Background: an optimization exercise with open tools, aiming at small area. Do not read the settings as production practice.
The RTL was checked by simulation tests, not by an equivalence proof against the original design.
Power and IR drop assume default switching activity.

[flow/config.mk]
export PLATFORM = sky130hd
export DESIGN_NAME = xfr1_boot
export DESIGN_NICKNAME = xfr1_boot
export VERILOG_FILES = /design/flow/design.v
export SDC_FILE = /design/flow/constraint.sdc
export NUM_CORES = 4
export LEC_CHECK = 0
export CAP_MARGIN = 20
export CORE_MARGIN = 2
export CORE_UTILIZATION = 40
export PLACE_DENSITY = 0.6
export SLEW_MARGIN = 20
[flow/constraint.sdc]
create_clock -name core_clock -period 10.0 [get_ports {clk}]
set_input_delay 2.0000 -clock core_clock [delete_from_list [all_inputs] [get_ports {clk}]]
set_output_delay 2.0000 -clock core_clock [all_outputs]
set_load 0.01 [all_outputs]
[flow/design.v]
module xfr1_boot (
    input  wire        clk,
    input  wire        rst,          
    input  wire        line_in,      
    output wire        line_out,     
    output wire        boot_user,    
    output wire        fl_req,
    output wire [1:0]  fl_cmd,       
    output wire [15:0] fl_addr,
    output wire [15:0] fl_wdata,
    input  wire        fl_ack,
    input  wire [7:0]  fl_rdata,
    output wire        adc_req,
    input  wire        adc_ack,
    input  wire [7:0]  adc_data
);
    localparam [2:0] ST_BOOT = 3'd0, ST_USER = 3'd1, ST_RX = 3'd2, ST_EXEC = 3'd3,
                     ST_TX = 3'd4;
    reg  [2:0]    state;
    reg  [3:0]    sub;         
    reg  [5:0]    slot;        
    reg           rx_sync;     
    reg  [7:0]    sr;          
    reg  [1:0]    byte_no;     
    reg  [2:0]    op;
    reg  [7:0]    a0, a1;
    reg  [7:0]    req_hash;
    reg           xdone;       
    reg  [1:0]    phase;       
    reg  [1023:0] ring;
    reg  [5:0]    ptr;
    reg  [7:0]    acc;
    wire s_boot = state == ST_BOOT;
    wire s_rx   = state == ST_RX;
    wire s_exec = state == ST_EXEC;
    wire s_tx   = state == ST_TX;
    wire [7:0] w_lo = ring[7:0];
    wire [7:0] w_hi = ring[15:8];
    wire [5:0] t_last  = (byte_no == 2'd0) ? 6'd49 : 6'd4;    
    wire sub9    = sub == 4'd9;
    wire rx_to   = !rx_sync && !line_in && slot == t_last && sub9;
    wire rx_stop = rx_sync && slot == 6'd9 && sub == 4'd5;
    wire rx_done = s_rx && (rx_to || rx_stop);
    wire rx_ok   = rx_stop && !line_in;
    wire rx_sync_now = s_rx && !rx_sync && line_in;
    wire       reserved = sr[7:3] != 5'd0 || sr[2:1] == 2'b11;
    wire [1:0] last_no  = (op == 3'd0) ? 2'd2 : (op[2:1] == 2'b01) ? 2'd1 : 2'd3;
    wire       is_last  = byte_no != 2'd0 && byte_no == last_no;
    wire       range_bad = (op[2:1] == 2'b00 && a0[7]) ||
                           (op == 3'd4 && (a0[7] || a1[6:0] != 7'd0)) ||
                           (op == 3'd5 && (a0[7] || a0[6:4] == 3'b111));
    wire       more     = rx_ok && !is_last && !(byte_no == 2'd0 && reserved);
    wire       exec     = rx_done && rx_ok && is_last && sr == req_hash && !range_bad;
    wire       wr_exec  = exec && op == 3'd1;
    wire adc_on = s_exec && op == 3'd2 && !xdone;
    wire fl_on  = s_exec && op[2] && !xdone;
    wire adc_go = adc_on && adc_ack;
    wire fl_go  = fl_on && fl_ack;
    wire fill_go = fl_go && !op[0];
    wire fin_now = adc_go ||
                   (fill_go && phase[0] && ptr == 6'd63) ||
                   (fl_go && op[0] && phase == 2'd3);
    wire wait_ok  = sub[1] & sub[0];                          
    wire tx_start = s_exec && (xdone || fin_now) && wait_ok;
    wire tx_last  = s_tx && slot == 6'd9 && sub9;
    reg [7:0] tx_val;
    always @(*) begin
        case (op)
            3'd0:    tx_val = a0[0] ? w_hi : w_lo;
            3'd1:    tx_val = a1;
            3'd3:    tx_val = acc;
            default: tx_val = 8'h80;
        endcase
    end
    wire [5:0] target = (op[2:1] == 2'b00) ? a0[6:1] : 6'd0;
    wire park_move = byte_no == 2'd0 || ptr != target;
    reg  rot;
    always @(*) begin
        case (state)
            ST_RX:   rot = park_move || (wr_exec && a0[0]);
            ST_EXEC: rot = fl_go && (op[0] ? phase == 2'd1 : phase[0]);
            default: rot = 1'b1;
        endcase
    end
    wire [7:0] wdat   = s_exec ? fl_rdata : a1;
    wire       we_lo  = (fill_go && !phase[0]) || (wr_exec && !a0[0]);
    wire       we_hi  = (fill_go && phase[0]) || (wr_exec && a0[0]);
    wire [7:0] t_hi   = we_hi ? wdat : w_hi;
    wire [7:0] t_lo   = w_lo;
    always @(posedge clk) begin
        if (rot) begin
            ring <= {t_hi, t_lo, ring[1023:16]};
            ptr  <= ptr + 6'd1;
            acc  <= ((ptr == 6'd0) ? 8'd0 : {acc[5:0], acc[7:6]}) ^ {t_lo[6:0], t_lo[7]} ^ t_hi;
        end else if (we_lo) begin
            ring[7:0] <= wdat;
        end
    end
    assign line_out  = s_tx && (slot == 6'd0 || sr[7]);
    assign boot_user = state == ST_USER;
    assign fl_req    = fl_on;
    assign fl_cmd    = phase & {2{op[0]}};
    assign fl_addr   = {a0, a1[7], ptr, phase[0] & !op[0]};
    assign fl_wdata  = ring[15:0];
    assign adc_req   = adc_on;
    wire clr = (s_boot && line_in) || rx_done || tx_start || tx_last;
    always @(posedge clk) begin
        if (rst || clr) begin
            sub  <= 4'd0;
            slot <= 6'd0;
        end else if (rx_sync_now) begin
            sub  <= 4'd1;
            slot <= 6'd0;
        end else if (!(s_exec && wait_ok)) begin
            sub  <= sub9 ? 4'd0 : sub + 4'd1;
            slot <= slot + {5'd0, sub9};
        end
    end
    always @(posedge clk) begin
        if (clr)
            rx_sync <= 1'b0;
        else if (rx_sync_now)
            rx_sync <= 1'b1;
    end
    always @(posedge clk) begin
        if (adc_go || (tx_start && op == 3'd2 && adc_ack))
            sr <= adc_data;
        else if (tx_start && op != 3'd2)
            sr <= tx_val;
        else if ((s_rx && sub == 4'd5) || (s_tx && sub9 && slot != 6'd0))
            sr <= {sr[6:0], line_in & s_rx};
    end
    always @(posedge clk) begin
        if (rst) begin
            state   <= ST_BOOT;
            byte_no <= 2'd0;
        end else begin
            case (state)
                ST_BOOT: begin
                    if (line_in)
                        state <= ST_RX;
                    else if (slot == 6'd1 && sub9)
                        state <= ST_USER;
                end
                ST_RX: begin
                    if (rx_done) begin
                        if (more) begin
                            byte_no <= byte_no + 2'd1;
                        end else begin
                            byte_no <= 2'd0;
                            if (exec)
                                state <= ST_EXEC;
                        end
                    end
                end
                ST_EXEC: if (tx_start) state <= ST_TX;
                ST_TX:   if (tx_last) state <= ST_RX;
                default: ;
            endcase
        end
    end
    always @(posedge clk) begin
        if (rx_done && more) begin
            req_hash <= ((byte_no == 2'd0) ? 8'd0 : {req_hash[6:0], req_hash[7]}) ^ sr;
            case (byte_no)
                2'd0:    op <= sr[2:0];
                2'd1:    a0 <= sr;
                default: a1 <= sr;
            endcase
        end
    end
    always @(posedge clk) begin
        if (exec) begin
            xdone <= op == 3'd0 || op == 3'd1 || op == 3'd3;
            phase <= {1'b0, op == 3'd5};
        end else if (fin_now) begin
            xdone <= 1'b1;
        end else if (fl_go) begin
            if (!op[0])
                phase[0] <= !phase[0];
            else if (phase != 2'd1 || ptr == 6'd63)
                phase <= phase + 2'd1;
        end
    end
endmodule
[flow/run.sh]
#!/bin/bash
# synth_recipe.tcl (not shown) runs the flow's synth.tcl, then flattens the netlist and writes it again
# the make line also repeats each setting of config.mk as NAME=value (left out here)
make -C /OpenROAD-flow-scripts/flow DESIGN_CONFIG=/design/flow/config.mk WORK_HOME=/design/flow/orfs CLKGATE_MAP_FILE= SYNTH_SCRIPT=/design/flow/synth_recipe.tcl finish
==> summary.txt, run 1 <==
Outcome
  • Status: complete, no violations

Worst setup path
  • CP Cell Sequence: clkdlybuf4s50_1 -> a311oi_2 -> o2111ai_4 -> nor2_1 -> o21a_4 -> buf_12 -> buf_12
  • Worst path depth: 7
  • Crit-path slowest cell: o21a_4
  • Crit-path most repeated cell: buf_12
  • Critical setup path kind: input port to flop
  • Worst reg-to-reg path cell count: 8
  • Max incr delay on CP: 700 ps
  • Worst Setup End Kind: flop
  • CP Max Fanout: 153
  • CP Buf/Inv Count: 3
  • Worst path required time: 10280 ps
  • CP delay by family, top: buffers and inverters
  • Startpoint types: input port
  • Critical path arrival: 5640 ps

Placed design
  • I/O Buffers: 58
  • Cells after DPL: 2664
  • Hpwl dp: 27700 um
  • Routability cong.: 0.837

Synth
  • Post-synth ARST share: 0%
  • Synth cell types: 68
  • Mapped Nets: 1498
  • Register area share after synthesis: 92.5%
  • Mean Syn Cell Area: 24.0 sq um
  • Largest cells by area after synthesis: edfxtp_1 91%, dfxtp_1 0.96%, mux2_2 0.73%
  • Ys flop type: edfxtp_1
  • Yosys reg bits: 1092
  • Yosys warns: 1
  • Post-synth EDFFs: 1075
  • Yosys top cell by area: edfxtp_1
  • Synth cell count leaders: 1075 x edfxtp_1, 48 x nand2_1, 32 x nor2_1
  • Mapped Cells: 1469
  • Top cell type's share of synthesized area: 91.5%
  • Synthesized cell area: 35300 sq um
  • Most common cell in the netlist: edfxtp_1

Power
  • Pwr Density: 237 nW/um^2
  • Peak supply drop: 177 uV
  • P_leak: 11.7 nW

Clocking
  • TritonCTS Buffers: 101
  • Cts repair resizes: 0
  • Num Clock Sinks: 1092
  • Hold Buf Count CTS: 0
  • Deepest clock path buffer count: 3
  • Htree depth: 3
  • Clk Latency, worst-skew pair: 660 ps
  • Clock-pin slew on the worst setup and hold paths: 60 ps
  • Root buf cell: clkbuf_16
  • CTS tree: done
  • Postcts setup bufs: 0

Drt
  • Routed WL: 51100 um
  • Initial DRC Count: 1523
  • DRC Markers: 0
  • DR pass1 iterations: 5
  • Mean number of vias per cell: 4.74
  • Vias after detailed routing: 13500
  • WL/cell: 17.9 um
  • Post-DRT Antenna Nets: 0

Global route
  • Global-route wire length before repair: 76700 um
  • Initial antenna violation count: 6
  • Number of global-route vias before repair: 13000
  • Largest net degree at the start of global routing: 202
  • Total track usage: 11.1%
  • GR Overflow Total: 0

Layout
  • Share of cells above drive strength 1: 12.4%
  • Nets: 1641
  • Synthesis-to-layout area growth: 14.8%
  • # fillers: 7093
  • Final Core Density: 46.5%
  • Final cell count without fillers: 2846

Timing
  • RSZ-0062 raised after global routing: no
  • Worst hold slack: 393 ps
  • # setup viols final: 0
  • Maximum clock rate: 0.187 GHz
  • Final min period: 5360 ps
  • Final Skew: 26.3 ps
  • Max-slew headroom: 31.5%
  • Max Slew Vio Count: 0
  • Worst slew pin tran: 1030 ps
  • Final period utilization: 53.6%
  • Final hold violations: 0
  • Setup TNS: 0 ps

Hold path
  • Hold Path Class: flop to flop
  • Hold path depth: 0

Floorplanning
  • Die Ht: 301 um
  • Num ports: 59
  • Die area: 90600 sq um
  • Core Rows: 108
  • Core area: 87000 sq um
  • Starting Density: 40.5%
  • Die X: 301 um

Flow run
  • MaxCap Viol Count: 0
placed cells by master, fill, tap and decap left out, types with 13 or more instances in the layout:
cell type           n
a21oi_1            24
clkinv_2           24
inv_1              15
xnor2_1            29
clkbuf_1           21
dfxtp_1            17
clkinv_1           17
clkbuf_16         102
mux2_2             23
nand3_1            13
edfxtp_1         1075
nand2_1            48
xor2_1             15
clkdlybuf4s50_1    58
nor2_1             32
buf_4              14
registers in the layout, summed over array words and instances (netlist names), 4 cells and up:
signal    count
sr            8
req_hash      8
sub           4
slot          6
a1            8
ptr           6
ring       1024
acc           8
a0            8
where the power goes:
group / total [mW] / switching, mW / internal, mW / leakage (nW)
Combinational: 0.373 / 0.255 / 0.117 / 1.18
Clock: 3.67 / 1.60 / 2.07 / 1.57
Sequential: 5.55 / 0.129 / 5.42 / 8.92
layout make-up:
type                            count  area (sq um)  area share (%)
Antenna cell                        1          2.50         0.00618
Multi-Input combinational cell    325          2400            5.92
Clock inverter                     57           557            1.37
Sequential cell                  1092         32600            80.6
Timing Repair Buffer               76           766            1.89
Inverter                           16          60.1           0.148
Tap cell                         1155          1450            3.57
Clock buffer                      124          2650            6.53
routing by layer:
metal / GRT usage (%) / routed length (um) / vias up
met5: 0 / 29 / -
met4: 4.70 / 1670 / 4
met1: 17.2 / 25500 / 6928
met3: 3.06 / 3120 / 116
li1: - / - / 6102
met2: 14.4 / 20700 / 350
metrics by stage:
step	power [mW]	area, sq um	setup slack (ps)
floorplan	5.90	35300	1590
global placement	6.00	37300	3990
detailed placement	6.02	37300	3930
CTS	9.73	40500	4660
global route	9.97	40500	4380
finish	9.59	40500	4640
cell families (layout without fill, tap and decap cells):
| family | Yosys count | count (layout) | synth area share [%] |
|---|---|---|---|
| other | 0 | 1 | 0 |
| AO/OA/AOI/OAI | 78 | 78 | 1.69 |
| multiplexers | 41 | 41 | 1.39 |
| adder cells (fa/ha/maj) | 8 | 8 | 0.284 |
| XOR/XNOR | 44 | 44 | 1.09 |
| flip-flops | 1092 | 1092 | 92.5 |
| AND/OR/NAND/NOR | 154 | 154 | 2.30 |
| buffers and inverters | 52 | 273 | 0.784 |
worst paths after layout:
check | slack (ps) | start | endpoint
worst max-delay path | 4640 | line_in | ring[445]$_DFFE_PP_
worst min-delay path | 390 | ring[471]$_DFFE_PP_ | ring[455]$_DFFE_PP_
worst max register to register | 5270 | op[0]$_DFFE_PP_ | ring[445]$_DFFE_PP_
worst min register to register | 390 | ring[471]$_DFFE_PP_ | ring[455]$_DFFE_PP_
==> inputs of run 2 (changes only) <==
--- a/flow/config.mk
+++ b/flow/config.mk
@@ -9,4 +9,7 @@
 export CORE_MARGIN = 2
-export CORE_UTILIZATION = 40
-export PLACE_DENSITY = 0.6
+export CORE_UTILIZATION = 70
+export CTS_BUF_LIST = sky130_fd_sc_hd__clkbuf_16
+export CTS_CLUSTER_DIAMETER = 60
+export CTS_CLUSTER_SIZE = 30
+export PLACE_DENSITY = 0.8
 export SLEW_MARGIN = 20
==> run 2 against run 1 <==
- combinational power barely moved
- worst setup slack improved by 190 ps
- wire length grew 0.66%
- non-clock buffer count shrank 9
- synthesized cell count unchanged
- maximum frequency up 3.7%
- clock power is 35% lower
- design area shrank 5.4%
- register-to-register slack improved by 250 ps
- critical path type unchanged
- largest cell class unchanged
- largest power group unchanged
==> summary.txt, run 2 <==
Placed design
  • Placed cell area: 36600 sq um (-1.8%)
  • Worst slack, placed: 4290 ps (+359 ps)
  • I/O Buffers: 58 (unchanged)
  • Hpwl dp: 26300 um (-5.3%)
  • Routability cong.: 0.828 (-1.1%)

Clocking
  • Num Clock Sinks: 1092 (unchanged)
  • Hold Buf Count CTS: 0 (unchanged)
  • CTS tree: done
  • Htree depth: 2 (-1)
  • Postcts setup bufs: 0 (unchanged)
  • Root buf cell: clkbuf_16
  • Cts repair resizes: 0 (unchanged)
  • TritonCTS Buffers: 50 (-50%)
  • Deepest clock path buffer count: 3 (unchanged)
  • Clk Latency, worst-skew pair: 630 ps (-30 ps)
  • Clock-pin slew on the worst setup and hold paths: 100 ps (+40 ps)

Timing
  • Worst hold slack: 401 ps (+8.09 ps)
  • # setup viols final: 0 (unchanged)
  • Worst slew pin tran: 1000 ps (-24.3 ps)
  • Final hold violations: 0 (unchanged)
  • Maximum clock rate: 0.194 GHz (+3.7%)
  • Max-slew headroom: 33.1% (+1.6 points)
  • RSZ-0062 raised after global routing: no
  • Final Skew: 24.5 ps (-1.78 ps)
  • Final min period: 5170 ps (-191 ps)
  • Setup TNS: 0 ps (unchanged)
  • Final period utilization: 51.7% (-1.9 points)
  • Max Slew Vio Count: 0 (unchanged)
  • Final worst slack: 4830 ps (+191 ps)

Synth
  • Yosys reg bits: 1092 (unchanged)
  • Synth cell count leaders: 1075 x edfxtp_1, 48 x nand2_1, 32 x nor2_1
  • Mapped Nets: 1498 (unchanged)
  • Top cell type's share of synthesized area: 91.5% (unchanged)
  • Synth cell types: 68 (unchanged)
  • Yosys top cell by area: edfxtp_1
  • Post-synth EDFFs: 1075 (unchanged)
  • Mean Syn Cell Area: 24.0 sq um (unchanged)
  • Yosys warns: 1 (unchanged)
  • Largest cells by area after synthesis: edfxtp_1 91%, dfxtp_1 0.96%, mux2_2 0.73%
  • Most common cell in the netlist: edfxtp_1
  • Mapped Cells: 1469 (unchanged)
  • Synthesized cell area: 35300 sq um (unchanged)
  • Register area share after synthesis: 92.5% (unchanged)
  • Ys flop type: edfxtp_1
  • Post-synth ARST share: 0% (unchanged)

Global route
  • Largest net degree at the start of global routing: 239 (+18%)
  • Number of global-route vias before repair: 12600 (-3.4%)
  • GR Overflow Total: 0 (unchanged)
  • Initial antenna violation count: 4 (-2)
  • Global-route wire length before repair: 75800 um (-1.1%)
  • Total track usage: 19.6% (+8.5 points)

Drt
  • Post-DRT Antenna Nets: 0 (unchanged)
  • Vias after detailed routing: 13100 (-3.1%)
  • DRC Markers: 0 (unchanged)
  • Mean number of vias per cell: 5.80 (+22%)
  • Initial DRC Count: 1395 (-8.4%)
  • WL/cell: 22.8 um (+27%)
  • Routed WL: 51400 um (+0.66%)
  • DR pass1 iterations: 5 (unchanged)

Layout
  • Biggest register: ring
  • Most frequent cells in the layout: 1075 x edfxtp_1, 58 x clkdlybuf4s50_1, 51 x clkbuf_16
  • Most common cell after layout, fill and taps aside: edfxtp_1
  • Finished Cell Area: 38300 sq um (-5.4%)
  • Share of cells above drive strength 1: 8.59% (-3.8 points)
  • Number of flip-flops in the largest register: 1024 (unchanged)
  • Ant. Diodes: 0 (-1)
  • Nets: 1581 (-3.7%)
  • Synthesis-to-layout area growth: 8.55%

Floorplanning
  • Die Ht: 229 um (-24%)
  • Num ports: 59 (unchanged)
  • Core Rows: 82 (-24%)
  • Die area: 52200 sq um (-42%)
  • Core area: 50000 sq um (-43%)
  • Die X: 229 um (-24%)
  • Starting Density: 70.6% (+30 points)

Worst setup path
  • Crit-path slowest cell: clkdlybuf4s50_1
  • CP Max Fanout: 147 (-3.9%)
  • Critical path arrival: 5540 ps (-100 ps)
  • CP Buf/Inv Count: 3 (unchanged)
  • Critical setup path kind: input port to flop
  • Worst path required time: 10380 ps (+100 ps)
  • Worst Setup End Kind: flop
  • Max incr delay on CP: 670 ps (-30 ps)
  • CP delay by family, top: buffers and inverters
  • Startpoint types: input port
  • CP Cell Sequence: clkdlybuf4s50_1 -> a311oi_2 -> o2111ai_4 -> nor2_1 -> o21a_4 -> buf_12 -> buf_16 -> mux2_1

Power
  • Sw Share: 21.5% (+0.82 points)
  • Sequential Power Share: 66.7% (+8.8 points)
  • P_leak: 10.9 nW (-6.7%)
  • Pwr Density: 218 nW/um^2 (-8.1%)
  • Combinational cell fraction of total power: 4.5% (+0.6 points)
  • Sw Pwr: 1.79 mW (-9.6%)
  • Peak supply drop: 165 uV (-6.7%)
  • Int Power: 6.55 mW (-14%)
  • Clock Power Share: 28.8% (-9.4 points)
  • Final Power: 8.34 mW (-13%)

Flow run
  • MaxCap Viol Count: 0 (unchanged)

Hold path
  • Hold Path Class: flop to flop

Outcome
  • Status: complete, no violations
run 2: cell counts after synthesis:
No cell type changed its count.
run 2: routing by layer:
layer	share of wire (%)	global-route usage, %
met2	46	29.5
met5	0.019	0
met1	46	31.0
met3	5.3	3.07
met4	2.3	5.43
run 2: final timing paths:
kind,from,end,slack (ps),depth (start not counted)
min reg2reg,ring[182]$_DFFE_PP_,ring[166]$_DFFE_PP_,400,0
max reg2reg,state[1]$_SDFFE_PP0P_,ring[5]$_DFFE_PP_,5520,9
min,ring[182]$_DFFE_PP_,ring[166]$_DFFE_PP_,400,0
max,line_in,ring[5]$_DFFE_PP_,4830,8
run 2: area by class of cell:
| cell class | instances | area, sq um |
|---|---|---|
| Timing Repair Buffer | 67 | 722 |
| Sequential cell | 1092 | 32600 |
| Multi-Input combinational cell | 325 | 2400 |
| Tap cell | 672 | 841 |
| Fill cell | 2511 | 11700 |
| Inverter | 16 | 60.1 |
| Clock buffer | 51 | 1280 |
| Clock inverter | 32 | 374 |
run 2: through the flow:
step           util (%)  std cells
2_1_floorplan         -       1469
3_3_place_gp       73.3       2171
3_5_place_dp       73.3       2171
4_1_cts            76.6       2254
5_1_grt            76.6       2255
6_report           76.6       2255
run 2: power groups by stage:
stage                     combinational (mW)  clock, mW  sequential [mW]
after floorplan                        0.259          0             5.64
after global placement                 0.352          0             5.63
after detailed placement               0.367          0             5.65
after CTS                              0.374       2.48             5.57
after global routing                   0.411       2.62             5.59
final                                  0.375       2.40             5.56
run 2: kinds of logic (layout without fill, tap and decap cells):
logic type | count (synthesis) | after routing | synth area share (%)
AO/OA/AOI/OAI | 78 | 78 | 1.69
XOR/XNOR | 44 | 44 | 1.09
adder cells (fa/ha/maj) | 8 | 8 | 0.284
buffers and inverters | 52 | 166 | 0.784
flip-flops | 1092 | 1092 | 92.5
multiplexers | 41 | 41 | 1.39
AND/OR/NAND/NOR | 154 | 154 | 2.30
==> inputs of run 3 (changes only) <==
--- a/flow/config.mk
+++ b/flow/config.mk
@@ -10,5 +10,5 @@
 export CORE_UTILIZATION = 70
-export CTS_BUF_LIST = sky130_fd_sc_hd__clkbuf_16
-export CTS_CLUSTER_DIAMETER = 60
-export CTS_CLUSTER_SIZE = 30
+export CTS_BUF_LIST = sky130_fd_sc_hd__clkbuf_8
+export CTS_CLUSTER_DIAMETER = 50
+export CTS_CLUSTER_SIZE = 16
 export PLACE_DENSITY = 0.8
==> run 3 against run 2 <==
- hold slack worse by 2.3 ps
- non-clock buffer count unchanged
- power down 2.1%
- area after synthesis unchanged
- clock skew up 14 ps
- highest routed layer unchanged
==> summary.txt, run 3 <==
Timing
  • Final hold violations: 0 (unchanged)
  • Max-slew headroom: 31.2% (-1.9 points)
  • Maximum clock rate: 0.206 GHz (+6.6%)
  • RSZ-0062 raised after global routing: no
  • Worst slew pin tran: 1030 ps (+28.8 ps)
  • # setup viols final: 0 (unchanged)
  • Max Slew Vio Count: 0 (unchanged)
  • Final Skew: 38.2 ps (+13.7 ps)
  • Final period utilization: 48.5% (-3.2 points)
  • Setup TNS: 0 ps (unchanged)
  • Final worst slack: 5150 ps (+318 ps)
  • Final min period: 4850 ps (-318 ps)

Synth
  • Mean Syn Cell Area: 24.0 sq um (unchanged)
  • Synth Area in Compound Gates: 1.69% (unchanged)
  • Mapped Cells: 1469 (unchanged)
  • Mapped Nets: 1498 (unchanged)
  • Simple logic cell fraction of the synthesized area: 2.30% (unchanged)
  • Mux cell area share after synthesis: 1.39% (unchanged)
  • Synthesized cell area: 35300 sq um (unchanged)
  • Yosys top cell by area: edfxtp_1
  • Ys flop type: edfxtp_1
  • Adder-cell share of the synthesized area: 0.284% (unchanged)
  • Synth cell types: 68 (unchanged)
  • Largest cells by area after synthesis: edfxtp_1 91%, dfxtp_1 0.96%, mux2_2 0.73%
  • Post-Synth XOR/XNOR Area: 1.09% (unchanged)
  • Synth cell count leaders: 1075 x edfxtp_1, 48 x nand2_1, 32 x nor2_1
  • Post-synth ARST share: 0% (unchanged)
  • Most common cell in the netlist: edfxtp_1
  • Yosys reg bits: 1092 (unchanged)
  • Register area share after synthesis: 92.5% (unchanged)
  • Top cell type's share of synthesized area: 91.5% (unchanged)
  • Yosys warns: 1 (unchanged)
  • Main combinational cell family by area after synthesis: simple AND/OR/NAND/NOR gates
  • Post-synth EDFFs: 1075 (unchanged)

Worst setup path
  • Critical setup path kind: input port to flop
  • Startpoint types: input port
  • Worst Setup End Kind: flop
  • CP Max Fanout: 166 (+13%)
  • Setup slack, reg-to-reg: 5790 ps (+270 ps)
  • Worst reg-to-reg path cell count: 8 (-1)
  • Crit-path slowest cell: clkdlybuf4s50_1
  • Critical path arrival: 5160 ps (-380 ps)
  • Worst r2r src: state[1]$_SDFFE_PP0P_
  • Worst R2R End: ring[861]$_DFFE_PP_
  • Max incr delay on CP: 670 ps (about the same)
  • CP Buf/Inv Count: 3 (unchanged)
  • CP Launch Point: line_in
  • Worst path required time: 10310 ps (-70 ps)
  • Worst path depth: 7 (-1)
  • CP delay by family, top: buffers and inverters
  • Crit path to: ring[861]$_DFFE_PP_
  • CP Cell Sequence: clkdlybuf4s50_1 -> a311oi_2 -> o2111ai_4 -> nor2_1 -> o21a_4 -> buf_12 -> buf_16

Drt
  • Post-DRT Antenna Nets: 0 (unchanged)
  • Initial DRC Count: 1480 (+6.1%)
  • WL/cell: 21.1 um (-7.2%)
  • Vias after detailed routing: 13100 (+0.15%)
  • Mean number of vias per cell: 5.72 (-1.4%)
  • DR pass1 iterations: 5 (unchanged)
  • DRC Markers: 0 (unchanged)
  • Routed WL: 48400 um (-5.8%)

Clocking
  • Htree depth: 3 (+1)
  • Clk Latency, worst-skew pair: 700 ps (+70 ps)
  • Hold Buf Count CTS: 0 (unchanged)
  • Root buf cell: clkbuf_8
  • Cts repair resizes: 0 (unchanged)
  • Clock-pin slew on the worst setup and hold paths: 100 ps (about the same)
  • Deepest clock path buffer count: 3 (unchanged)
  • Num Clock Sinks: 1092 (unchanged)
  • Postcts setup bufs: 0 (unchanged)
  • TritonCTS Buffers: 84 (+68%)
  • CTS tree: done

Power
  • Sequential Power Share: 68.0% (+1.3 points)
  • Final Power: 8.16 mW (-2.1%)
  • Pwr Density: 214 nW/um^2 (-1.8%)
  • Sw Share: 20.8% (-0.68 points)
  • Int Power: 6.47 mW (-1.2%)
  • Combinational cell fraction of total power: 4.5% (about the same)
  • Peak supply drop: 166 uV (+0.49%)
  • P_leak: 10.9 nW (about the same)
  • Sw Pwr: 1.70 mW (-5.2%)
  • Clock Power Share: 27.5% (-1.3 points)

Global route
  • Number of global-route vias before repair: 12700 (+0.67%)
  • Global-route wire length before repair: 72600 um (-4.3%)
  • Total track usage: 18.7% (-0.90 points)
  • Initial antenna violation count: 3 (-1)
  • GR Overflow Total: 0 (unchanged)
  • Largest net degree at the start of global routing: 239 (unchanged)

Layout
  • # fillers: 2472 (-1.6%)
  • Final Core Density: 76.4% (-0.25 points)
  • Most common cell after layout, fill and taps aside: edfxtp_1
  • Ant. Diodes: 0 (unchanged)
  • Biggest register: ring
  • Nets: 1615 (+2.2%)
  • Share of cells above drive strength 1: 10.2% (+1.6 points)
  • Finished Cell Area: 38200 sq um (-0.33%)
  • Multi-input gate area: 2400 sq um (unchanged)
  • Synthesis-to-layout area growth: 8.19%
  • FF/Latch Area: 32600 sq um (unchanged)
  • Most frequent cells in the layout: 1075 x edfxtp_1, 86 x clkbuf_8, 58 x clkdlybuf4s50_1
  • Number of flip-flops in the largest register: 1024 (unchanged)

Outcome
  • Status: complete, no violations

Flow run
  • MaxCap Viol Count: 0 (unchanged)

Placed design
  • Placed cell area: 36600 sq um (unchanged)
  • I/O Buffers: 58 (unchanged)
  • Routability cong.: 0.828 (unchanged)
  • Worst slack, placed: 4290 ps (unchanged)
  • Hpwl dp: 26300 um (unchanged)

Floorplanning
  • Num ports: 59 (unchanged)
  • Starting Density: 70.6% (unchanged)
  • Core Rows: 82 (unchanged)
  • Die Ht: 229 um (unchanged)
  • Die X: 229 um (unchanged)
  • Die area: 52200 sq um (unchanged)
  • Core area: 50000 sq um (unchanged)

Hold path
  • Hold Path Class: flop to flop
[run 3: cell counts after synthesis]
No cell type changed its count.
[run 3: stage by stage]
step / hold slack [ps] / instances
global placement: 400 / 2171
floorplan: 400 / 1469
CTS: 407 / 2290
detailed placement: 405 / 2171
global route: 425 / 2291
finish: 399 / 2291
[run 3: layout make-up]
cell class | count | share of cell area [%]
clock buffer | 86 | 3.10
timing repair buffer | 67 | 1.89
tap | 672 | 2.20
multi-input combinational | 325 | 6.30
inverter | 16 | 0.157
clock inverter | 33 | 0.892
sequential | 1092 | 85.5
[run 3: metal layers]
metal  share of wire (%)  vias to the layer above  wire (um)  track usage, %
li1                    -                     5990          -               -
met1                  46                     6641      22500            29.5
met2                  45                      367      21800            26.7
met3                 6.1                      103       2940            4.18
met4                 2.4                        2       1180            6.35
met5               0.021                        -         10               0
[run 3: how the worst min path moves through the flow]
| stage | depth (start not counted) | endpoint | slack [ps] | startpoint |
|---|---|---|---|---|
| floorplan | 0 | ring[1000]$_DFFE_PP_ | 400 | ring[1016]$_DFFE_PP_ |
| global placement | 0 | ring[755]$_DFFE_PP_ | 400 | ring[771]$_DFFE_PP_ |
| detailed placement | 0 | ring[116]$_DFFE_PP_ | 400 | ring[132]$_DFFE_PP_ |
| CTS | 0 | ring[578]$_DFFE_PP_ | 410 | ring[594]$_DFFE_PP_ |
| global route | 0 | ring[937]$_DFFE_PP_ | 430 | ring[953]$_DFFE_PP_ |
| finish | 0 | ring[334]$_DFFE_PP_ | 400 | ring[350]$_DFFE_PP_ |
[run 3: power groups by stage]
stage / clock network (mW) / registers [mW] / logic [mW]
after CTS: 2.32 / 5.56 / 0.367
after floorplan: 0 / 5.64 / 0.259
final: 2.24 / 5.55 / 0.367
after global routing: 2.48 / 5.58 / 0.403
after global placement: 0 / 5.63 / 0.352
after detailed placement: 0 / 5.65 / 0.367
[run 3: cell families after synthesis]
| family | Yosys count |
|---|---|
| adder cells (fa/ha/maj) | 8 |
| multiplexers | 41 |
| AO/OA/AOI/OAI | 78 |
| AND/OR/NAND/NOR | 154 |
| XOR/XNOR | 44 |
| buffers and inverters | 52 |
| flip-flops | 1092 |
==> inputs of run 4 (changes only) <==
--- a/flow/config.mk
+++ b/flow/config.mk
@@ -11,4 +11,4 @@
 export CTS_BUF_LIST = sky130_fd_sc_hd__clkbuf_8
-export CTS_CLUSTER_DIAMETER = 50
-export CTS_CLUSTER_SIZE = 16
+export CTS_CLUSTER_DIAMETER = 55
+export CTS_CLUSTER_SIZE = 18
 export PLACE_DENSITY = 0.8
==> run 4 against run 3 <==
- design area shrank 0.69%
- critical path depth unchanged
- sequential power barely moved
- clock skew is 11 ps lower
- via count shrank 0.73%
- synthesized cell count unchanged
- global-route usage decreased by 0.31 points
- worst setup slack lost 4.6 ps
- area after synthesis stayed put
- first-iteration DRC count down 9.5%
- cell count is 1.0% lower
- core utilization is 0.53 points lower
- largest cell class unchanged
==> summary.txt, run 4 <==
Outcome
  • Status: complete, no violations

Global route
  • Initial antenna violation count: 3 (unchanged)
  • Global-route wire length before repair: 71500 um (-1.5%)
  • GR Overflow Total: 0 (unchanged)
  • Total track usage: 18.4% (-0.31 points)
  • Number of global-route vias before repair: 12500 (-1.8%)
  • Largest net degree at the start of global routing: 239 (unchanged)

Floorplanning
  • Core Rows: 82 (unchanged)
  • Num ports: 59 (unchanged)
  • Starting Density: 70.6% (unchanged)
  • Core area: 50000 sq um (unchanged)
  • Die area: 52200 sq um (unchanged)
  • Die X: 229 um (unchanged)
  • Die Ht: 229 um (unchanged)

Timing
  • Final period utilization: 48.5% (about the same)
  • Worst hold slack: 412 ps (+13.5 ps)
  • Final min period: 4850 ps (+4.62 ps)
  • Worst slew pin tran: 991 ps (-41.3 ps)
  • Maximum clock rate: 0.206 GHz (about the same)
  • # setup viols final: 0 (unchanged)
  • Max-slew headroom: 33.9% (+2.8 points)
  • Max Slew Vio Count: 0 (unchanged)
  • Final Skew: 27.4 ps (-10.7 ps)
  • Final hold violations: 0 (unchanged)
  • Setup TNS: 0 ps (unchanged)
  • RSZ-0062 raised after global routing: no

Hold path
  • Hold endpoint: ring[413]$_DFFE_PP_
  • Hold Path Class: flop to flop
  • Hold_sp: ring[429]$_DFFE_PP_
  • Hold path depth: 0 (unchanged)

Power
  • Peak supply drop: 157 uV (-5.5%)
  • Pwr Density: 209 nW/um^2 (-2.2%)
  • Final Power: 7.93 mW (-2.8%)
  • P_leak: 10.7 nW (-1.3%)

Clocking
  • TritonCTS Buffers: 73 (-13%)
  • CTS tree: done
  • Htree depth: 3 (unchanged)
  • Clock-pin slew on the worst setup and hold paths: 110 ps (about the same)
  • Postcts setup bufs: 0 (unchanged)
  • Cts repair resizes: 0 (unchanged)
  • Hold Buf Count CTS: 0 (unchanged)
  • Num Clock Sinks: 1092 (unchanged)
  • Deepest clock path buffer count: 3 (unchanged)
  • Root buf cell: clkbuf_8
  • Clk Latency, worst-skew pair: 680 ps (-20 ps)

Worst setup path
  • Worst Setup End Kind: flop
  • Worst R2R End: ring[661]$_DFFE_PP_
  • Worst reg-to-reg path cell count: 8 (unchanged)
  • Critical path arrival: 5170 ps (about the same)
  • Max incr delay on CP: 670 ps (about the same)
  • Worst path required time: 10310 ps (about the same)
  • Crit-path slowest cell: clkdlybuf4s50_1
  • Worst r2r src: state[1]$_SDFFE_PP0P_
  • Startpoint types: input port
  • CP Cell Sequence: clkdlybuf4s50_1 -> a311oi_2 -> o2111ai_4 -> nor2_1 -> o21a_4 -> buf_12 -> buf_16
  • Setup slack, reg-to-reg: 5820 ps (+30 ps)
  • Critical setup path kind: input port to flop
  • CP Max Fanout: 166 (unchanged)

Synth
  • Top cell type's share of synthesized area: 91.5% (unchanged)
  • Ys flop type: edfxtp_1
  • Most common cell in the netlist: edfxtp_1
  • Register area share after synthesis: 92.5% (unchanged)
  • Yosys reg bits: 1092 (unchanged)
  • Mean Syn Cell Area: 24.0 sq um (unchanged)
  • Post-synth ARST share: 0% (unchanged)
  • Yosys top cell by area: edfxtp_1
  • Synth Area in Compound Gates: 1.69% (unchanged)
  • Mapped Cells: 1469 (unchanged)
  • Yosys warns: 1 (unchanged)
  • Adder-cell share of the synthesized area: 0.284% (unchanged)
  • Main combinational cell family by area after synthesis: simple AND/OR/NAND/NOR gates
  • Post-synth EDFFs: 1075 (unchanged)
  • Mux cell area share after synthesis: 1.39% (unchanged)
  • Largest cells by area after synthesis: edfxtp_1 91%, dfxtp_1 0.96%, mux2_2 0.73%
  • Post-Synth XOR/XNOR Area: 1.09% (unchanged)
  • Synth cell types: 68 (unchanged)
  • Synthesized cell area: 35300 sq um (unchanged)
  • Simple logic cell fraction of the synthesized area: 2.30% (unchanged)
  • Mapped Nets: 1498 (unchanged)
  • Synth cell count leaders: 1075 x edfxtp_1, 48 x nand2_1, 32 x nor2_1

Placed design
  • I/O Buffers: 58 (unchanged)
  • Hpwl dp: 26300 um (unchanged)
  • Routability cong.: 0.828 (unchanged)

Drt
  • Routed WL: 47900 um (-1.1%)
  • Metal3 WL: 2840 um (-3.4%)
  • WL met1: 22700 um (+0.89%)
  • Max Used Layer: met5
  • Mean number of vias per cell: 5.74 (+0.28%)
  • Vias after detailed routing: 13000 (-0.73%)
  • WL/cell: 21.1 um (-0.11%)
  • DR pass1 iterations: 5 (unchanged)
  • Initial DRC Count: 1339 (-9.5%)
  • DRC Markers: 0 (unchanged)
  • Post-DRT Antenna Nets: 0 (unchanged)
  • DR WL met2: 21100 um (-3.5%)

Layout
  • Most frequent cells in the layout: 1075 x edfxtp_1, 78 x clkbuf_8, 58 x clkdlybuf4s50_1
  • Biggest register: ring
  • Share of cells above drive strength 1: 9.22% (-0.98 points)
  • Number of flip-flops in the largest register: 1024 (unchanged)
  • Nets: 1605 (-0.62%)
  • Synthesis-to-layout area growth: 7.44%
  • Most common cell after layout, fill and taps aside: edfxtp_1

Flow run
  • MaxCap Viol Count: 0 (unchanged)
-- run 4: area by class of cell --
type | instances | area [sq um]
clock buffer | 78 | 1070
clock inverter | 16 | 160
multi-input combinational | 325 | 2400
timing repair buffer | 68 | 746
tap | 672 | 841
inverter | 16 | 60.1
antenna | 1 | 2.50
fill | 2518 | 12100
sequential | 1092 | 32600
-- run 4: metrics by stage --
stage | instances | worst slack, ps | cell area [sq um] | util [%]
finish | 2268 | 5150 | 37900 | 75.9
global route | 2267 | 5010 | 37900 | 75.9
CTS | 2265 | 5050 | 37800 | 75.7
detailed placement | 2171 | 4290 | 36600 | 73.3
global placement | 2171 | 4380 | 36600 | 73.3
floorplan | 1469 | 1590 | 35300 | -
-- run 4: logic make-up after synthesis --
kind of cell	after synthesis
compound gates	78
xor+xnor	44
fa+ha+maj	8
buf+inv	52
flops	1092
mux	41
simple gates	154
-- run 4: worst max path at each step --
stage                       start                   to  cells after the start
after floorplan           line_in    ring[0]$_DFFE_PP_                      7
after global placement    line_in    ring[2]$_DFFE_PP_                      7
after detailed placement  line_in    ring[2]$_DFFE_PP_                      7
after CTS                 line_in    ring[0]$_DFFE_PP_                      7
after global routing      line_in  ring[693]$_DFFE_PP_                      7
final                     line_in  ring[661]$_DFFE_PP_                      7
-- run 4: critical path: cells and delay by family --
family / cells / cell delay [ps]
AND/OR/NAND/NOR: 1 / 190
AO/OA/AOI/OAI: 3 / 1190
buffers and inverters: 3 / 1660
-- run 4: power by group --
group | total (mW) | internal (mW) | switching [mW] | leakage [nW]
registers | 5.55 | 5.41 | 0.139 | 8.92
clock network | 2.01 | 0.773 | 1.24 | 0.653
logic | 0.369 | 0.118 | 0.251 | 1.16
total | 7.93 | 6.30 | 1.63 | 10.7
-- run 4: layer usage --
metal  track usage, %  vias up
li1                 -     5945
met1             29.1     6648
met2             25.9      320
met3             4.45       93
met4             6.31        2
met5                0        -
==> inputs of run 5 (changes only) <==
==> flow/flow/run.sh (new file) <==
#!/bin/bash
# The standard layout, with clock tree synthesis told not to add dummy loads.
set -euo pipefail
bash standard.sh "CTS_ARGS=-sink_clustering_enable -repair_clock_nets -dont_use_dummy_load -sink_clustering_size 16 -sink_clustering_max_diameter 50 -buf_list sky130_fd_sc_hd__clkbuf_8" finish > flow_make.log 2>&1
==> flow/standard.sh (new file) <==
#!/bin/bash
# synth_recipe.tcl (not shown) runs the flow's synth.tcl, then flattens the netlist and writes it again
# the make line also repeats each setting of config.mk as NAME=value (left out here)
make -C /OpenROAD-flow-scripts/flow DESIGN_CONFIG=/design/flow/config.mk WORK_HOME=/design/flow/orfs CLKGATE_MAP_FILE= SYNTH_SCRIPT=/design/flow/synth_recipe.tcl "${@:-finish}"
--- a/flow/config.mk
+++ b/flow/config.mk
@@ -11,4 +11,4 @@
 export CTS_BUF_LIST = sky130_fd_sc_hd__clkbuf_8
-export CTS_CLUSTER_DIAMETER = 55
-export CTS_CLUSTER_SIZE = 18
+export CTS_CLUSTER_DIAMETER = 50
+export CTS_CLUSTER_SIZE = 16
 export PLACE_DENSITY = 0.8
removed: flow/run.sh
==> run 5 against run 4 <==
- clock power shrank 2%
- synthesized cell count is the same
- sequential power is essentially flat
- clock-buffer cell count grew 6
- via count grew 0.16%
- non-clock buffer count is the same
- register-to-register slack lost 20 ps
- critical path type unchanged
- highest routed layer unchanged
- global-route usage is essentially flat
- combinational power is essentially flat
- first-iteration DRC count shrank 0.22%
==> summary.txt, run 5 <==
Layout
  • Most common cell after layout, fill and taps aside: edfxtp_1
  • Nets: 1616 (+0.69%)
  • # fillers: 2518 (unchanged)
  • Biggest register: ring
  • FF/Latch Area: 32600 sq um (unchanged)
  • Number of flip-flops in the largest register: 1024 (unchanged)
  • Most frequent cells in the layout: 1075 x edfxtp_1, 84 x clkbuf_8, 58 x clkdlybuf4s50_1
  • Multi-input gate area: 2400 sq um (unchanged)
  • Synthesis-to-layout area growth: 7.23%
  • Share of cells above drive strength 1: 9.02% (-0.19 points)

Worst setup path
  • Worst path required time: 10280 ps (-30 ps)
  • Startpoint types: input port
  • Critical setup path kind: input port to flop
  • Critical path arrival: 5150 ps (-20 ps)
  • CP Max Fanout: 166 (unchanged)
  • Worst Setup End Kind: flop

Clocking
  • Deepest clock path buffer count: 3 (unchanged)
  • Hold Buf Count CTS: 0 (unchanged)
  • Clock-pin slew on the worst setup and hold paths: 90 ps (-20 ps)
  • Clk Latency, worst-skew pair: 680 ps (about the same)
  • Cts repair resizes: 0 (unchanged)
  • CTS tree: done
  • Htree depth: 3 (unchanged)
  • Root buf cell: clkbuf_8
  • TritonCTS Buffers: 84 (+15%)
  • Postcts setup bufs: 0 (unchanged)
  • Num Clock Sinks: 1092 (unchanged)

Timing
  • Final min period: 4860 ps (+9.32 ps)
  • Final worst slack: 5140 ps (-9.32 ps)
  • Final Skew: 78.0 ps (+50.6 ps)
  • Setup TNS: 0 ps (unchanged)
  • Max Slew Vio Count: 0 (unchanged)
  • Final hold violations: 0 (unchanged)
  • Maximum clock rate: 0.206 GHz (-0.19%)
  • # setup viols final: 0 (unchanged)
  • Final period utilization: 48.6% (+0.093 points)
  • RSZ-0062 raised after global routing: no
  • Worst slew pin tran: 989 ps (-1.62 ps)
  • Max-slew headroom: 34.0% (+0.11 points)

Synth
  • Synthesized cell area: 35300 sq um (unchanged)
  • Synth cell count leaders: 1075 x edfxtp_1, 48 x nand2_1, 32 x nor2_1
  • Mapped Cells: 1469 (unchanged)
  • Ys flop type: edfxtp_1
  • Yosys top cell by area: edfxtp_1
  • Post-Synth XOR/XNOR Area: 1.09% (unchanged)
  • Largest cells by area after synthesis: edfxtp_1 91%, dfxtp_1 0.96%, mux2_2 0.73%
  • Yosys reg bits: 1092 (unchanged)
  • Top cell type's share of synthesized area: 91.5% (unchanged)
  • Main combinational cell family by area after synthesis: simple AND/OR/NAND/NOR gates
  • Synth Area in Compound Gates: 1.69% (unchanged)
  • Mux cell area share after synthesis: 1.39% (unchanged)
  • Most common cell in the netlist: edfxtp_1
  • Mapped Nets: 1498 (unchanged)
  • Post-synth ARST share: 0% (unchanged)
  • Synth cell types: 68 (unchanged)
  • Mean Syn Cell Area: 24.0 sq um (unchanged)
  • Simple logic cell fraction of the synthesized area: 2.30% (unchanged)
  • Yosys warns: 1 (unchanged)
  • Adder-cell share of the synthesized area: 0.284% (unchanged)
  • Post-synth EDFFs: 1075 (unchanged)
  • Register area share after synthesis: 92.5% (unchanged)

Global route
  • Largest net degree at the start of global routing: 239 (unchanged)
  • Total track usage: 18.4% (about the same)
  • Met1 GRT Util: 29.4% (+0.35 points)
  • Met2 usage: 26.0% (+0.085 points)
  • Global-route wire length before repair: 71700 um (+0.28%)
  • Initial antenna violation count: 3 (unchanged)
  • GR Overflow Total: 0 (unchanged)
  • Number of global-route vias before repair: 12500 (+0.53%)
  • Layer with the highest usage: met1
  • Grt met3 use: 4.18% (-0.27 points)

Flow run
  • MaxCap Viol Count: 0 (unchanged)

Drt
  • Vias after detailed routing: 13000 (+0.16%)
  • Routed WL: 48100 um (+0.30%)
  • DR pass1 iterations: 5 (unchanged)
  • WL/cell: 21.3 um (+0.70%)
  • DRC Markers: 0 (unchanged)
  • Mean number of vias per cell: 5.77 (+0.56%)
  • Post-DRT Antenna Nets: 0 (unchanged)
  • Initial DRC Count: 1336 (-0.22%)

Placed design
  • Worst slack, placed: 4290 ps (unchanged)
  • Hpwl dp: 26300 um (unchanged)
  • I/O Buffers: 58 (unchanged)
  • Routability cong.: 0.828 (unchanged)

Floorplanning
  • Die Ht: 229 um (unchanged)
  • Die area: 52200 sq um (unchanged)
  • Starting Density: 70.6% (unchanged)
  • Core area: 50000 sq um (unchanged)
  • Core Rows: 82 (unchanged)
  • Die X: 229 um (unchanged)
  • Num ports: 59 (unchanged)

Power
  • Peak supply drop: 166 uV (+5.8%)
  • Pwr Density: 208 nW/um^2 (-0.47%)
  • P_leak: 10.7 nW (-0.46%)

Hold path
  • Hold Path Class: flop to flop

Outcome
  • Status: complete, no violations
==> run 5: changes by cell type in the layout (fill, tap and decap cells not counted) <==
cell / change
clkbuf_8: +6
inv_1: -4
inv_6: -3
bufinv_16: -2
clkinv_1: -2
clkinv_2: -2
clkinv_8: -2
clkinv_4: -1
diode_2: +1
==> run 5: final cells by class <==
type                            count  area share [%]
Sequential cell                  1092            86.2
Antenna cell                        2          0.0132
Timing Repair Buffer               68            1.97
Tap cell                          672            2.22
Inverter                           16           0.159
Clock buffer                       84            3.06
Multi-Input combinational cell    325            6.35
==> run 5: metrics by stage <==
stage               std cells  power, mW  util, %  cell area, sq um  hold slack (ps)
floorplan                1469       5.90        -             35300              400
global placement         2171       5.98     73.3             36600              400
detailed placement       2171       6.02     73.3             36600              405
CTS                      2255       7.96     75.6             37800              396
global route             2258       8.18     75.7             37800              403
finish                   2259       7.88     75.7             37800              397
==> run 5: path summary, 6_finish.rpt <==
path | cells past startpoint | startpoint | slack, ps | end
max | 7 | line_in | 5140 | ring[685]$_DFFE_PP_
max reg2reg | 8 | state[1]$_SDFFE_PP0P_ | 5800 | ring[685]$_DFFE_PP_
min reg2reg | 0 | ring[1010]$_DFFE_PP_ | 400 | ring[994]$_DFFE_PP_
min | 0 | ring[1010]$_DFFE_PP_ | 400 | ring[994]$_DFFE_PP_
==> run 5: power breakdown <==
part,switching (mW),internal [mW]
clock,1.21,0.753
sequential,0.139,5.41
combinational,0.250,0.118
total,1.59,6.28
==> run 5: logic make-up after synthesis <==
kind of cell    Yosys count
compound gates           78
flops                  1092
xor+xnor                 44
simple gates            154
buf+inv                  52
fa+ha+maj                 8
mux                      41
==> run 5: worst max-delay path, cell delays in order <==
cell and delay [ps]:
clkdlybuf4s50_1 670, a311oi_2 380, o2111ai_4 270, nor2_1 190, o21a_4 540, buf_12 410, buf_16 580
==> run 5: per-layer routing <==
layer  wire (um)  part of all wire (%)
met5          10                 0.021
met1       22400                    47
met3        3110                   6.5
met4        1130                   2.3
met2       21400                    45
==> inputs of run 6 (changes only) <==
==> flow/flow/run.sh (replaced) <==
#!/bin/bash
# The standard layout (standard.sh), with clock tree synthesis told not to add
# dummy loads and the port buffers made with the smallest buffer cell.
set -euo pipefail
bash standard.sh "CTS_ARGS=-sink_clustering_enable -repair_clock_nets -dont_use_dummy_load -sink_clustering_size 18 -sink_clustering_max_diameter 55 -buf_list sky130_fd_sc_hd__clkbuf_8" "BUFFER_PORTS_ARGS=-buffer_cell sky130_fd_sc_hd__buf_1" finish > flow_make.log 2>&1
--- a/flow/config.mk
+++ b/flow/config.mk
@@ -10,5 +10,2 @@
 export CORE_UTILIZATION = 70
-export CTS_BUF_LIST = sky130_fd_sc_hd__clkbuf_8
-export CTS_CLUSTER_DIAMETER = 50
-export CTS_CLUSTER_SIZE = 16
 export PLACE_DENSITY = 0.8
==> run 6 against run 5 <==
- design area decreased by 1.5%
- worst setup slack got worse by 110 ps
- sequential power about the same
- sequential cell count unchanged
- hold slack got worse by 6.6 ps
- largest power group unchanged
- still clean
- via count increased by 0.19%
- clock power decreased by 6%
- global-route usage about the same
- first-iteration DRC count increased by 4.0%
- sequential share of layout area increased by 1.3 points
- clock skew increased by 3.0 ps
- critical path depth unchanged
==> summary.txt, run 6 <==
Clocking
  • CTS tree: done
  • Clk Latency, worst-skew pair: 700 ps (+20 ps)
  • Hold Buf Count CTS: 0 (unchanged)
  • TritonCTS Buffers: 73 (-13%)
  • Cts repair resizes: 0 (unchanged)
  • Deepest clock path buffer count: 3 (unchanged)
  • Clock-pin slew on the worst setup and hold paths: 120 ps (+30 ps)
  • Num Clock Sinks: 1092 (unchanged)
  • Postcts setup bufs: 0 (unchanged)
  • Root buf cell: clkbuf_8
  • Htree depth: 3 (unchanged)

Synth
  • Mean Syn Cell Area: 24.0 sq um (unchanged)
  • Yosys top cell by area: edfxtp_1
  • Synthesized cell area: 35300 sq um (unchanged)
  • Top cell type's share of synthesized area: 91.5% (unchanged)
  • Largest cells by area after synthesis: edfxtp_1 91%, dfxtp_1 0.96%, mux2_2 0.73%
  • Post-synth ARST share: 0% (unchanged)
  • Most common cell in the netlist: edfxtp_1
  • Mapped Cells: 1469 (unchanged)
  • Ys flop type: edfxtp_1
  • Post-synth EDFFs: 1075 (unchanged)
  • Mapped Nets: 1498 (unchanged)
  • Yosys reg bits: 1092 (unchanged)
  • Synth cell count leaders: 1075 x edfxtp_1, 48 x nand2_1, 32 x nor2_1
  • Synth cell types: 68 (unchanged)
  • Register area share after synthesis: 92.5% (unchanged)
  • Yosys warns: 1 (unchanged)

Power
  • Sw Share: 20.3% (+0.083 points)
  • Final Power: 7.73 mW (-1.8%)
  • Sequential Power Share: 71.7% (+1.2 points)
  • Pwr Density: 207 nW/um^2 (-0.37%)
  • Sw Pwr: 1.57 mW (-1.4%)
  • Combinational cell fraction of total power: 4.4% (-0.3 points)
  • Clock Power Share: 23.9% (-1.0 points)
  • Peak supply drop: 152 uV (-8.6%)
  • Int Power: 6.16 mW (-1.9%)
  • P_leak: 10.4 nW (-2.4%)

Layout
  • Final Core Density: 74.6% (-1.1 points)
  • Multi-input gate area: 2400 sq um (-0.31%)
  • Most common cell after layout, fill and taps aside: edfxtp_1
  • Share of cells above drive strength 1: 8.44% (-0.58 points)
  • # fillers: 2585 (+2.7%)
  • Number of flip-flops in the largest register: 1024 (unchanged)
  • Synthesis-to-layout area growth: 5.64%
  • Nets: 1607 (-0.56%)
  • Most frequent cells in the layout: 1075 x edfxtp_1, 73 x clkbuf_8, 58 x buf_1
  • Biggest register: ring
  • Finished Cell Area: 37300 sq um (-1.5%)
  • Ant. Diodes: 0 (-2)
  • Final cell count without fillers: 2248 (-0.49%)
  • FF/Latch Area: 32600 sq um (unchanged)

Worst setup path
  • Crit path to: ring[724]$_DFFE_PP_
  • Crit-path most repeated cell: buf_4
  • CP Cell Sequence: buf_1 -> a311oi_2 -> o2111ai_4 -> nor2_1 -> o21a_4 -> buf_4 -> buf_4
  • Worst R2R End: ring[724]$_DFFE_PP_
  • Setup slack, reg-to-reg: 5260 ps (-540 ps)
  • Worst r2r src: op[0]$_DFFE_PP_
  • Startpoint types: input port
  • Worst Setup End Kind: flop
  • CP Launch Point: line_in
  • Worst path required time: 10280 ps (about the same)
  • CP Max Fanout: 80 (-52%)
  • Worst reg-to-reg path cell count: 8 (unchanged)
  • Max incr delay on CP: 850 ps (+180 ps)
  • Critical setup path kind: input port to flop
  • Crit-path slowest cell: buf_4
  • Critical path arrival: 5250 ps (+100 ps)

Global route
  • Largest net degree at the start of global routing: 212 (-11%)
  • Initial antenna violation count: 10 (+7)
  • Global-route wire length before repair: 71700 um (about the same)
  • Number of global-route vias before repair: 12500 (+0.040%)
  • GR Overflow Total: 0 (unchanged)
  • Total track usage: 18.4% (+0.038 points)

Floorplanning
  • Die X: 229 um (unchanged)
  • Core area: 50000 sq um (unchanged)
  • Die area: 52200 sq um (unchanged)
  • Core Rows: 82 (unchanged)
  • Num ports: 59 (unchanged)
  • Die Ht: 229 um (unchanged)
  • Starting Density: 70.6% (unchanged)

Timing
  • Final worst slack: 5030 ps (-110 ps)
  • Max Slew Vio Count: 0 (unchanged)
  • Max-slew headroom: 26.7% (-7.3 points)
  • RSZ-0062 raised after global routing: no
  • Setup TNS: 0 ps (unchanged)
  • Final hold violations: 0 (unchanged)
  • Worst slew pin tran: 1100 ps (+109 ps)
  • Final Skew: 81.0 ps (+3.03 ps)
  • Maximum clock rate: 0.201 GHz (-2.2%)
  • Final period utilization: 49.7% (+1.1 points)
  • Final min period: 4970 ps (+110 ps)
  • Worst hold slack: 391 ps (-6.64 ps)
  • # setup viols final: 0 (unchanged)

Drt
  • DR pass1 iterations: 5 (unchanged)
  • Mean number of vias per cell: 5.81 (+0.68%)
  • Routed WL: 47700 um (-0.80%)
  • Initial DRC Count: 1389 (+4.0%)
  • DRC Markers: 0 (unchanged)
  • Post-DRT Antenna Nets: 0 (unchanged)
  • WL/cell: 21.2 um (-0.31%)
  • Vias after detailed routing: 13100 (+0.19%)

Outcome
  • Status: complete, no violations

Placed design
  • Hpwl dp: 26800 um (+2.1%)
  • Routability cong.: 0.848 (+2.4%)
  • I/O Buffers: 58 (unchanged)
  • Cells after DPL: 2175 (+0.18%)
  • Worst slack, placed: 4290 ps (+0.960 ps)
  • Placed cell area: 36300 sq um (-0.96%)

Hold path
  • Hold Path Class: flop to flop
  • Hold_sp: ring[212]$_DFFE_PP_

Flow run
  • MaxCap Viol Count: 0 (unchanged)
-- run 6: how the worst min path moves through the flow --
stage	endpoint	slack (ps)	cells after the start
finish	ring[196]$_DFFE_PP_	390	0
global route	ring[577]$_DFFE_PP_	410	0
CTS	ring[575]$_DFFE_PP_	400	0
detailed placement	ring[126]$_DFFE_PP_	400	0
global placement	ring[109]$_DFFE_PP_	400	0
floorplan	ring[1000]$_DFFE_PP_	400	0
-- run 6: kinds of logic after synthesis --
family | count (synthesis) | synth area share, %
compound gates | 78 | 1.69
mux | 41 | 1.39
fa+ha+maj | 8 | 0.284
flops | 1092 | 92.5
buf+inv | 52 | 0.784
simple gates | 154 | 2.30
xor+xnor | 44 | 1.09
-- run 6: final cells by class --
| class | count | area share [%] |
|---|---|---|
| sequential | 1092 | 87.5 |
| multi-input combinational | 325 | 6.43 |
| clock buffer | 73 | 2.70 |
| tap | 672 | 2.26 |
| timing repair buffer | 70 | 0.937 |
| inverter | 16 | 0.161 |
-- run 6: power groups by stage --
stage,clock [mW],combinational (mW),sequential [mW]
final,1.85,0.343,5.54
after floorplan,0,0.259,5.64
after global placement,0,0.328,5.63
after detailed placement,0,0.349,5.64
after global routing,2.07,0.381,5.57
after CTS,1.93,0.345,5.55
-- run 6: worst max-delay path: cells and delay by family --
kind	cells	cell delay, ps
AO/OA/AOI/OAI	3	1090
buffers and inverters	3	1900
AND/OR/NAND/NOR	1	190
-- run 6: metal layers --
layer  GRT usage, %  up-vias  routed length, um
li1               -     5933                  -
met1           27.9     6635              21700
met2           26.9      369              21400
met3           4.90      107               3360
met4           6.31       10               1100
met5              0        -                 49
==> inputs of run 7 (changes only) <==
==> flow/flow/run.sh (replaced) <==
#!/bin/bash
# The standard layout (standard.sh), with clock tree synthesis told not to add
# dummy loads and the port buffers made with the smallest buffer cell.
set -euo pipefail
bash standard.sh "CTS_ARGS=-sink_clustering_enable -repair_clock_nets -dont_use_dummy_load -sink_clustering_size 20 -sink_clustering_max_diameter 60 -buf_list sky130_fd_sc_hd__clkbuf_8" "BUFFER_PORTS_ARGS=-buffer_cell sky130_fd_sc_hd__buf_1" finish > flow_make.log 2>&1
--- a/flow/config.mk
+++ b/flow/config.mk
@@ -7,3 +7,3 @@
 export LEC_CHECK = 0
-export CAP_MARGIN = 20
+export CAP_MARGIN = 0
 export CORE_MARGIN = 2
@@ -11,2 +11,2 @@
 export PLACE_DENSITY = 0.8
-export SLEW_MARGIN = 20
+export SLEW_MARGIN = 0
==> run 7 against run 6 <==
- still clean
- sequential cell count stayed put
- register-to-register slack worse by 40 ps
- clock skew is 9.1 ps lower
- hold slack better by 6.7 ps
- clock-buffer cell count is 7 lower
- via count is 0.70% lower
- critical path type unchanged
- highest routed layer unchanged
==> summary.txt, run 7 <==
Outcome
  • Status: complete, no violations

Clocking
  • Deepest clock path buffer count: 3 (unchanged)
  • Htree depth: 3 (unchanged)
  • Cts repair resizes: 0 (unchanged)
  • Root buf cell: clkbuf_8
  • Num Clock Sinks: 1092 (unchanged)
  • Clk Latency, worst-skew pair: 680 ps (-20 ps)
  • Hold Buf Count CTS: 0 (unchanged)
  • TritonCTS Buffers: 66 (-9.6%)
  • Postcts setup bufs: 0 (unchanged)
  • CTS tree: done
  • Clock-pin slew on the worst setup and hold paths: 100 ps (-20 ps)

Timing
  • # setup viols final: 0 (unchanged)
  • Max Slew Vio Count: 0 (unchanged)
  • RSZ-0062 raised after global routing: no
  • Final min period: 4980 ps (+9.01 ps)
  • Worst hold slack: 397 ps (+6.66 ps)
  • Worst slew pin tran: 1150 ps (+55.2 ps)
  • Maximum clock rate: 0.201 GHz (-0.18%)
  • Final hold violations: 0 (unchanged)
  • Setup TNS: 0 ps (unchanged)
  • Final Skew: 71.9 ps (-9.10 ps)
  • Final period utilization: 49.8% (+0.090 points)
  • Max-slew headroom: 22.9% (-3.8 points)

Floorplanning
  • Core Rows: 82 (unchanged)
  • Starting Density: 70.6% (unchanged)
  • Die area: 52200 sq um (unchanged)
  • Core area: 50000 sq um (unchanged)
  • Num ports: 59 (unchanged)
  • Die Ht: 229 um (unchanged)
  • Die X: 229 um (unchanged)

Synth
  • Register area share after synthesis: 92.5% (unchanged)
  • Synth cell count leaders: 1075 x edfxtp_1, 48 x nand2_1, 32 x nor2_1
  • Synth cell types: 68 (unchanged)
  • Top cell type's share of synthesized area: 91.5% (unchanged)
  • Mapped Nets: 1498 (unchanged)
  • Mapped Cells: 1469 (unchanged)
  • Mean Syn Cell Area: 24.0 sq um (unchanged)
  • Ys flop type: edfxtp_1
  • Yosys top cell by area: edfxtp_1
  • Yosys reg bits: 1092 (unchanged)
  • Most common cell in the netlist: edfxtp_1
  • Yosys warns: 1 (unchanged)
  • Post-synth ARST share: 0% (unchanged)
  • Post-synth EDFFs: 1075 (unchanged)
  • Largest cells by area after synthesis: edfxtp_1 91%, dfxtp_1 0.96%, mux2_2 0.73%
  • Synthesized cell area: 35300 sq um (unchanged)

Drt
  • DRC Markers: 0 (unchanged)
  • Post-DRT Antenna Nets: 0 (unchanged)
  • Mean number of vias per cell: 5.78 (-0.48%)
  • WL/cell: 21.3 um (+0.26%)
  • DR pass1 iterations: 5 (unchanged)
  • Initial DRC Count: 1364 (-1.8%)
  • Routed WL: 47700 um (about the same)
  • Vias after detailed routing: 13000 (-0.70%)

Layout
  • Most frequent cells in the layout: 1075 x edfxtp_1, 66 x clkbuf_8, 58 x buf_1
  • # fillers: 2578 (-0.27%)
  • Nets: 1600 (-0.44%)
  • Number of flip-flops in the largest register: 1024 (unchanged)
  • Multi-input gate area: 2390 sq um (-0.21%)
  • Finished Cell Area: 37200 sq um (-0.27%)
  • Biggest register: ring
  • Share of cells above drive strength 1: 7.97% (-0.47 points)
  • FF/Latch Area: 32600 sq um (unchanged)
  • Final Core Density: 74.4% (-0.20 points)
  • Most common cell after layout, fill and taps aside: edfxtp_1
  • Synthesis-to-layout area growth: 5.36%

Placed design
  • Placed cell area: 36300 sq um (unchanged)
  • Routability cong.: 0.848 (unchanged)
  • Hpwl dp: 26800 um (unchanged)
  • I/O Buffers: 58 (unchanged)

Worst setup path
  • Worst Setup End Kind: flop
  • Worst reg-to-reg path cell count: 8 (unchanged)
  • Critical setup path kind: input port to flop
  • Worst r2r src: op[0]$_DFFE_PP_
  • Worst R2R End: ring[724]$_DFFE_PP_
  • Startpoint types: input port
  • Critical path arrival: 5270 ps (+20 ps)
  • Setup slack, reg-to-reg: 5220 ps (-40 ps)
  • CP Max Fanout: 80 (unchanged)
  • Worst path required time: 10290 ps (about the same)

Power
  • Peak supply drop: 151 uV (-0.70%)
  • Final Power: 7.66 mW (-0.98%)
  • P_leak: 10.4 nW (-0.50%)
  • Pwr Density: 206 nW/um^2 (-0.72%)

Global route
  • Number of global-route vias before repair: 12400 (-0.89%)
  • Total track usage: 18.4% (about the same)
  • Global-route wire length before repair: 71300 um (-0.46%)
  • GR Overflow Total: 0 (unchanged)
  • Largest net degree at the start of global routing: 212 (unchanged)
  • Initial antenna violation count: 11 (+1)

Flow run
  • MaxCap Viol Count: 0 (unchanged)

Hold path
  • Hold Path Class: flop to flop
  • Hold_sp: ring[387]$_DFFE_PP_
  • Hold endpoint: ring[371]$_DFFE_PP_
  • Hold path depth: 0 (unchanged)
run 7: cell type report:
class	count	area share [%]
Antenna cell	2	0.0135
Multi-Input combinational cell	325	6.43
Timing Repair Buffer	70	0.929
Clock buffer	66	2.44
Tap cell	672	2.26
Inverter	16	0.162
Sequential cell	1092	87.8
run 7: cell families after synthesis:
family / Yosys count / share of synthesized area [%]
flops: 1092 / 92.5
simple gates: 154 / 2.30
compound gates: 78 / 1.69
buf+inv: 52 / 0.784
xor+xnor: 44 / 1.09
mux: 41 / 1.39
fa+ha+maj: 8 / 0.284
run 7: worst max-delay path by stage:
stage	slack [ps]	from	endpoint
detailed placement	4290	line_in	ring[772]$_DFFE_PP_
finish	5020	line_in	ring[724]$_DFFE_PP_
CTS	5080	line_in	ring[900]$_DFFE_PP_
floorplan	1590	line_in	ring[0]$_DFFE_PP_
global route	4770	line_in	ring[869]$_DFFE_PP_
global placement	4370	line_in	ring[852]$_DFFE_PP_
run 7: through the flow:
stage,cells,worst slack [ps]
floorplan,1469,1590
global placement,2175,4370
detailed placement,2175,4290
CTS,2241,5080
global route,2242,4770
finish,2243,5020
run 7: critical path, cell delays in order:
cell,delay [ps]
buf_1,240
a311oi_2,330
o2111ai_4,280
nor2_1,200
o21a_4,480
buf_4,810
buf_4,860
run 7: power by group:
part / internal (mW) / leakage, nW / switching, mW
clock network: 0.599 / 0.475 / 1.17
registers: 5.41 / 8.92 / 0.131
logic: 0.0884 / 0.980 / 0.255
run 7: per-layer routing:
layer | track usage, % | part of all wire, % | up-vias
met5 | 0 | 0.10 | -
met4 | 6.05 | 2.4 | 10
met3 | 4.95 | 6.2 | 90
met2 | 26.8 | 45 | 304
met1 | 28.0 | 46 | 6646
li1 | - | - | 5913

static timing again, ports no longer ideal:
No port has a modelled driver above. Below, the same layouts with a new extraction and two added sets of constraints. Step 1 assumes that a clkbuf_16 drives the clock port and a buf_2 every other input. Step 2 adds t to the input delays and takes it off the output delays; t is the mean of the earliest and latest rising clock arrival at the registers after step 1. Input paths then give back, and output paths get back, about the clock's delay inside the block. Three values: ideal ports, drivers, drivers and shift; two values: the first two.
run | shift t [ns] | slack for setup (ns) | hold WS [ns] | worst setup path after step 2 | worst data-port slew with drivers (ns)
run 1 | 0.706 | 4.642 / 4.673 / 3.967 | 0.393 / 0.393 / 0.393 | input to register | 0.11
run 2 | 0.677 | 4.833 / 4.866 / 4.189 | 0.401 / 0.401 / 0.401 | input to register | 0.11
run 3 | 0.734 | 5.151 / 5.180 / 4.446 | 0.399 / 0.399 / 0.399 | input to register | 0.12
run 4 | 0.722 | 5.146 / 5.176 / 4.453 | 0.412 / 0.412 / 0.412 | input to register | 0.12
run 5 | 0.697 | 5.137 / 5.165 / 4.468 | 0.397 / 0.397 / 0.397 | input to register | 0.11
run 6 | 0.711 | 5.027 / 5.056 / 4.346 | 0.391 / 0.391 / 0.391 | input to register | 0.13
run 7 | 0.695 | 5.018 / 5.049 / 4.354 | 0.397 / 0.397 / 0.397 | input to register | 0.13
After both steps setup and hold are still met in every run listed. For run 3, which loses most, drivers alone change the setup slack by +0.029 ns; drivers and shift together by -0.705 ns.
